This is an optimization exercise on Yosys and OpenROAD, whose aim is small area and a short achievable clock period, not a production implementation.
Where RTL was checked, it was by simulation tests only, not by an equivalence proof against the original.
Power figures rest on the tool's default switching activity, not on a simulated workload.

Setup of wip/onyx:
==> flow/design.v <==
module sab_unpack (
    input  wire        clk,
    input  wire        rst,
    input  wire        in_valid,
    input  wire [31:0] in_word,
    input  wire [31:0] in_layout,
    output reg         out_valid,
    output reg         out_err,
    output reg  [4:0]  out_width,
    output wire [31:0] out_iqi,
    output wire [31:0] out_iqq,
    output wire [63:0] out_i,
    output wire [63:0] out_q
);
    wire [4:0] mi = in_layout[28:24];
    wire [4:0] li = in_layout[20:16];
    wire [4:0] mq = in_layout[12:8];
    wire [4:0] lq = in_layout[4:0];
    wire hi_zero = ~|{in_layout[31:29], in_layout[23:21],
                      in_layout[15:13], in_layout[7:5]};
    wire [5:0] span_i = {1'b0, mi} - {1'b0, li};
    wire [5:0] span_q = {1'b0, mq} - {1'b0, lq};
    wire legal = hi_zero && (span_i == span_q) && !span_i[5] &&
                 (span_i[4:1] != 4'd0);
    wire [4:0] width = span_i[4:0] - 5'd1;
    function [29:0] extract;
        input [31:0] w;
        input [4:0]  m;
        input [4:0]  l;
        reg   [33:0] wx;
        reg          s;
        reg   [31:0] g;
        reg   [63:0] x;
        integer      j;
        begin
            wx = {w, 2'b00};
            s  = wx[m];
            for (j = 0; j < 32; j = j + 1)
                g[j] = (j + 2 <= m) ? w[j] : s;
            x = {{32{s}}, g} >> l;
            extract = x[29:0];
        end
    endfunction
    reg        v_r;
    reg        err_r;
    reg [4:0]  w_r;
    reg [29:0] iqi_r;
    reg [29:0] iqq_r;
    always @(posedge clk) begin
        if (rst)
            v_r <= 1'b0;
        else
            v_r <= in_valid;
        err_r     <= ~legal;
        w_r       <= width;
        iqi_r     <= extract(in_word, mi, li);
        iqq_r     <= extract(in_word, mq, lq);
    end
    function [63:0] to_f64;
        input [29:0] v;
        input [4:0]  w;
        reg          s;
        reg   [29:0] a;
        reg   [4:0]  lz;
        reg   [29:0] n;
        reg          nz;
        reg   [4:0]  e;
        integer      b;
        begin
            s  = v[29];
            a  = s ? (30'd0 - v) : v;
            nz = |a;
            lz = 5'd0;
            for (b = 0; b < 30; b = b + 1)
                if (a[b])
                    lz = 5'd29 - b[4:0];
            n  = a << lz;
            e  = 5'd29 - lz - w;
            to_f64 = {s, 1'b0, {5{nz}}, e & {5{nz}}, n[28:0], 23'd0};
        end
    endfunction
    wire [63:0] fi = to_f64(iqi_r, w_r);
    wire [63:0] fq = to_f64(iqq_r, w_r);
    reg [29:0] oi_r, oq_r;
    reg [34:0] fi_r, fq_r;    
    always @(posedge clk) begin
        if (rst)
            out_valid <= 1'b0;
        else
            out_valid <= v_r;
        out_err   <= err_r;
        out_width <= w_r;
        oi_r      <= iqi_r;
        oq_r      <= iqq_r;
        fi_r      <= {fi[56:52], fi[51:23], fi[57]};
        fq_r      <= {fq[56:52], fq[51:23], fq[57]};
    end
    assign out_iqi = {oi_r[29], oi_r[29], oi_r};
    assign out_iqq = {oq_r[29], oq_r[29], oq_r};
    assign out_i   = {oi_r[29], 1'b0, {5{fi_r[0]}}, fi_r[34:1], 23'd0};
    assign out_q   = {oq_r[29], 1'b0, {5{fq_r[0]}}, fq_r[34:1], 23'd0};
endmodule
export LEC_CHECK = 0
export ABC_AREA = 1
export CAP_MARGIN = 20
export CORE_MARGIN = 2
export CORE_UTILIZATION = 40
export SETUP_SLACK_MARGIN = 5
export SLEW_MARGIN = 20
create_clock -name core_clock -period 10.5 [get_ports {clk}]
standard.sh (not shown) runs the stock make flow with config.mk's settings and CLKGATE_MAP_FILE= SYNTH_SCRIPT=/design/flow/synth_recipe.tcl, a recipe that flattens the netlist after the stock synthesis.
==> flow/flow/run.sh <==
#!/bin/bash
# The standard layout, with plain buf_1 cells as the port buffers (instead of
# the default pick) so the I/O paths and the port-buffer area stay small.
set -euo pipefail
bash standard.sh "BUFFER_PORTS_ARGS=-buffer_cell sky130_fd_sc_hd__buf_1" finish > flow_make.log 2>&1
Input changes introduced in wip/raven (baseline for comparison: wip/onyx):
diff --git a/flow/design.v b/flow/design.v
--- a/flow/design.v
+++ b/flow/design.v
@@ -29,17 +29,15 @@
         input [4:0]  l;
         reg   [33:0] wx;
         reg          s;
         reg   [31:0] g;
-        reg   [63:0] x;
         integer      j;
         begin
             wx = {w, 2'b00};
             s  = wx[m];
             for (j = 0; j < 32; j = j + 1)
                 g[j] = (j + 2 <= m) ? w[j] : s;
-            x = {{32{s}}, g} >> l;
-            extract = x[29:0];
+            extract = ($signed(g) >>> l);
         end
     endfunction
     reg        v_r;
     reg        err_r;
### Flow results
From wip/onyx to wip/raven the numbers moved as follows: total net switching power fell 0.50%; final instance count without filler cells roughly the same.
Min post-route clock period utilization across wip/onyx and wip/raven: wip/raven
wip/raven falls short of wip/onyx in worst max-slew margin expressed relative to the limit.
What wip/raven reported for number of inverters outside the clock class in the layout has to be multiplied by 1.07 to get the figure for wip/onyx.
For wip/raven, only the layout was checked, not whether the RTL still works.

-- what the ideal ports hide --
In the flow no input, the clock included, has a driving cell. The finished layouts below were timed again as built, in two steps.
Step 1 (the two cells are an assumption about what drives the block):
set clk [get_ports {clk}]
set_driving_cell -lib_cell sky130_fd_sc_hd__clkbuf_16 $clk
set_driving_cell -lib_cell sky130_fd_sc_hd__buf_2 [delete_from_list [all_inputs] $clk]
Step 2 times the ports against the registers' clock, not the clock port: input delays grow and output delays shrink by t, the midpoint of the rising clock arrivals with the driver on.
a / b / c = ideal / step 1 / step 2; a / b = the first two.
| run | t (ns) | slack for setup (ns) | worst setup path after step 2 | worst register clock-pin slew, ns |
|---|---|---|---|---|
| wip/onyx | 0.556 | 5.341 / 5.368 / 4.812 | input to register | 0.07 / 0.07 |
| wip/raven | 0.557 | 5.385 / 5.409 / 4.852 | input to register | 0.07 / 0.07 |
After both steps every run listed still meets setup and hold. For wip/raven, which loses most, drivers alone change the setup slack by +0.024 ns; drivers and shift together by -0.533 ns.
